From an optimization exercise on the open Yosys and OpenROAD flow, aimed at small area, a short achievable clock period and few clock cycles; shortcuts taken in it are not production practice. At most, simulation tests tie the RTL to the original design; equivalence was not proved. Power figures rest on the tool's default switching activity, not on a simulated workload.

// ldp_fc
module ldp_fc #(
    parameter PBUF_SIZE = 64
) (
    input  wire        clk,
    input  wire        rst,           
    input  wire        cmd_valid,
    output wire        cmd_ready,
    input  wire [31:0] cmd,
    input  wire        rx_valid,
    output wire        rx_ready,
    input  wire [7:0]  rx_data,
    output wire        tx_valid,
    input  wire        tx_ready,
    output wire [7:0]  tx_data,
    output wire        po_valid,
    input  wire        po_ready,
    output wire [7:0]  po_data,
    output wire        busy,
    output wire [10:0] stat,          
    output wire [15:0] crc,
    output wire [1:0]  s3,
    output wire [1:0]  s4,
    output wire [15:0] pwp,
    output wire [15:0] alen,
    output wire [15:0] idx,
    output wire [7:0]  rid,
    output wire [15:0] rlen,
    output wire [7:0]  rinst,
    output wire [7:0]  rerr,
    output wire [15:0] rem,
    output wire [15:0] rcrc,
    output wire [15:0] nlog
);
Size: roughly 2300 cells after synthesis, about 230 I/O pins, about 0.025 mm² of cells after synthesis.
clock: 10.0 ns
lec_check: 0
abc_clock_period_in_ps: 4000
cap_margin: 20
core_margin: 2
core_utilization: 40
cts_buf_list: sky130_fd_sc_hd__clkbuf_4 sky130_fd_sc_hd__clkbuf_8
setup_slack_margin: 5
slew_margin: 20
standard.sh (not shown) runs the stock make flow with config.mk's settings and CLKGATE_MAP_FILE= SYNTH_SCRIPT=/design/flow/synth_recipe.tcl, a recipe that flattens the netlist after the stock synthesis.
==> flow/flow/run.sh <==
#!/bin/bash
# The standard layout, with these changes to how it is made:
#  * every input and output port is buffered as usual, with buf_1 cells;
#  * clock tree synthesis does not add dummy loads (its other arguments are
#    the standard ones: sink clustering, clock-net repair, the buffer list).
# Clock period, constraints and every other step are the standard ones.
set -euo pipefail
export BUFFER_PORTS_ARGS='-inputs -outputs -buffer_cell sky130_fd_sc_hd__buf_1'
export CTS_ARGS='-sink_clustering_enable -repair_clock_nets -buf_list {sky130_fd_sc_hd__clkbuf_4 sky130_fd_sc_hd__clkbuf_8} -dont_use_dummy_load'
sed 's/SETUP_SLACK_MARGIN=[0-9.]*/SETUP_SLACK_MARGIN=6.4/' standard.sh > standard_tight.sh
bash standard_tight.sh > standard_tight.log 2>&1
The baseline finished with timing, DRC and antenna clean.
Testbench counts at the start, summed over its fixed seeds: cycles 14,027.
==> next run, changes <==
--- a/flow/flow/run.sh
+++ b/flow/flow/run.sh
@@ -10 +10 @@
-sed 's/SETUP_SLACK_MARGIN=[0-9.]*/SETUP_SLACK_MARGIN=6.4/' standard.sh > standard_tight.sh
+sed 's/SETUP_SLACK_MARGIN=[0-9.]*/SETUP_SLACK_MARGIN=7.0/' standard.sh > standard_tight.sh
The changed run passed the timing, DRC and antenna checks.
Via count rose by 6.5%.
Routed wire length rose by 12%.
Synthesized cell count stays the same.
Non-clock buffer count rose by 216.
==> next run, changes <==
--- a/flow/flow/run.sh
+++ b/flow/flow/run.sh
@@ -10 +10 @@
-sed 's/SETUP_SLACK_MARGIN=[0-9.]*/SETUP_SLACK_MARGIN=7.0/' standard.sh > standard_tight.sh
+sed 's/SETUP_SLACK_MARGIN=[0-9.]*/SETUP_SLACK_MARGIN=6.5/' standard.sh > standard_tight.sh
ABC_CLOCK_PERIOD_IN_PS = unset   (was 4000)
Effect:
- maximum frequency goes up by a few percent
- register-to-register slack degrades by 0.31 ns
- area after synthesis is unchanged
- clock skew goes down by 0.011 ns
- total power goes down slightly
- hold slack degrades by 0.0079 ns
- routed wire length goes down by roughly a tenth
- final cell count goes down by a few percent
- sequential power goes up slightly


Starting RTL as in the previous note.
==> flow/config.mk <==
export PLATFORM = sky130hd
export DESIGN_NAME = ldp_fc
export DESIGN_NICKNAME = ldp_fc
export VERILOG_FILES = /design/flow/design.v
export SDC_FILE = /design/flow/constraint.sdc
export NUM_CORES = 4
export LEC_CHECK = 0
export ABC_CLOCK_PERIOD_IN_PS = 4000
export CAP_MARGIN = 20
export CORE_MARGIN = 2
export CORE_UTILIZATION = 40
export CTS_BUF_LIST = sky130_fd_sc_hd__clkbuf_4
export SETUP_SLACK_MARGIN = 5
export SLEW_MARGIN = 20
==> flow/constraint.sdc <==
create_clock -name core_clock -period 10.0 [get_ports {clk}]
set_input_delay 2.0000 -clock core_clock [delete_from_list [all_inputs] [get_ports {clk}]]
set_output_delay 2.0000 -clock core_clock [all_outputs]
set_load 0.01 [all_outputs]
==> flow/flow/run.sh <==
#!/bin/bash
set -euo pipefail
sed 's/SETUP_SLACK_MARGIN=[0-9.]*/SETUP_SLACK_MARGIN=6.7/' standard.sh > standard_tight.sh
bash standard_tight.sh > standard_tight.log 2>&1
The starting point completed with no timing, DRC or antenna violations.
Testbench counts at the start, summed over its fixed seeds: cycles 14,027.
Edit:
==> flow/flow/run.sh (replaced) <==
#!/bin/bash
# The standard layout, with these changes to how it is made:
#  * every input and output port is buffered as usual, with buf_1 cells;
#  * clock tree synthesis does not add dummy loads (its other arguments are
#    the standard ones: sink clustering, clock-net repair, the buffer list).
# Clock period, constraints and every other step are the standard ones.
set -euo pipefail
export BUFFER_PORTS_ARGS='-inputs -outputs -buffer_cell sky130_fd_sc_hd__buf_1'
export CTS_ARGS='-sink_clustering_enable -repair_clock_nets -buf_list {sky130_fd_sc_hd__clkbuf_4 sky130_fd_sc_hd__clkbuf_8} -dont_use_dummy_load'
sed 's/SETUP_SLACK_MARGIN=[0-9.]*/SETUP_SLACK_MARGIN=6.7/' standard.sh > standard_tight.sh
bash standard_tight.sh > standard_tight.log 2>&1
- CTS_BUF_LIST: sky130_fd_sc_hd__clkbuf_4 -> sky130_fd_sc_hd__clkbuf_4 sky130_fd_sc_hd__clkbuf_8
Result:
- count of clock-buffer cells in the layout went down by 159
- die area does not change
- sequential share of layout area went up by 4.5 points
- final area drops by 9.4%


== alpha ==
ldp_fc, a different RTL version from the one above (not shown whole).
For scale: about 2200 cells after synthesis, ~26000 um2 of cells after synthesis.
clock: 10.0 ns
lec_check: 0
abc_clock_period_in_ps: 4000
cap_margin: 20
core_margin: 2
core_utilization: 40
cts_buf_list: sky130_fd_sc_hd__clkbuf_4 sky130_fd_sc_hd__clkbuf_8
setup_slack_margin: 5
slew_margin: 20
==> flow/flow/run.sh <==
#!/bin/bash
set -euo pipefail
sed 's/SETUP_SLACK_MARGIN=[0-9.]*/SETUP_SLACK_MARGIN=6.7/' standard.sh > standard_tight.sh
bash standard_tight.sh > standard_tight.log 2>&1
alpha | status: complete | timing, DRC, antenna: pass
#### Input delta (beta over alpha)
==> flow/flow/run.sh <==
#!/bin/bash
set -euo pipefail
sed 's/SETUP_SLACK_MARGIN=[0-9.]*/SETUP_SLACK_MARGIN=6.5/' standard.sh > standard_tight.sh
bash standard_tight.sh > standard_tight.log 2>&1
==> notes.md <==
Going from alpha to beta, net switching component of the power fell about 2.1%, proportion of final cell area spent on non-clock buffers moved down.
beta vs alpha: part of the total power dissipated in the clock network down in beta
Compared beta against alpha; power share of the combinational group within noise.
In the reports for alpha and beta, the smaller final standard cell area without fillers belongs to beta.
Modified inputs, gamma compared to beta
==> flow/flow/run.sh <==
#!/bin/bash
set -euo pipefail
sed 's/SETUP_SLACK_MARGIN=[0-9.]*/SETUP_SLACK_MARGIN=7.5/' standard.sh > standard_tight.sh
bash standard_tight.sh > standard_tight.log 2>&1
--- outcome ---
Wire length (higher): gamma. Layout buffering overhead excluding clock cells: gamma vs beta up 7.8 points. The higher worst hold slack of gamma and beta is in gamma. STATUS half-perimeter wire length after placement: gamma loses against beta. Looking at fraction of standard cell area in multi-input logic, gamma sits 0.37 points above beta. gamma vs. beta: fmax increased by 4.2% relative to the old numbers; global-route wire length before repair increased by about 11% relative to the old numbers; number of DRC markers after the initial detailed-route iteration increased by 6.9% relative to the old numbers; sequential power closely matched the old numbers. According to the power report, total power for gamma is higher than for beta. Compared with beta, gamma ends up with more cell area.
Function was not checked in any run of this note: the RTL went through the layout flow alone.

==> port drivers added, routing unchanged <==
The flow's constraints put no driver on any port. The routed layouts listed below were extracted and timed again, unchanged, in two steps. Step 1 assumes that a clkbuf_16 drives the clock port and a buf_2 every other input. Step 2 adds t to the input delays and takes it off the output delays; t is the mean of the earliest and latest rising clock arrival at the registers after step 1. Input paths then give back, and output paths get back, about the clock's delay inside the block. Slacks: ideal / step 1 / step 2; pairs: ideal / step 1.
run | shift t [ns] | slack for setup (ns) | latest minus earliest clock arrival (ns) | cell pins on the clock port's net
the first run of note 1 | 0.722 | 6.258 / 6.285 / 5.563 | 0.051 / 0.051 | 1
the second run of note 1 | 0.732 | 6.331 / 6.317 / 5.585 | 0.095 / 0.096 | 1
the third run of note 1 | 0.728 | 6.462 / 6.484 / 5.767 | 0.082 / 0.082 | 1
the first run of note 2 | 1.058 | 6.327 / 6.271 / 5.683 | 0.079 / 0.079 | 1
the second run of note 2 | 0.726 | 6.445 / 6.445 / 5.719 | 0.051 / 0.051 | 1
alpha | 0.792 | 6.593 / 6.540 / 5.866 | 0.066 / 0.067 | 1
beta | 0.774 | 6.512 / 6.490 / 5.768 | 0.051 / 0.051 | 1
gamma | 0.788 | 6.653 / 6.592 / 5.979 | 0.052 / 0.052 | 1
After both steps every run listed still meets setup and hold. For the second run of note 1, which loses most, drivers alone change the setup slack by -0.014 ns; drivers and shift together by -0.746 ns.
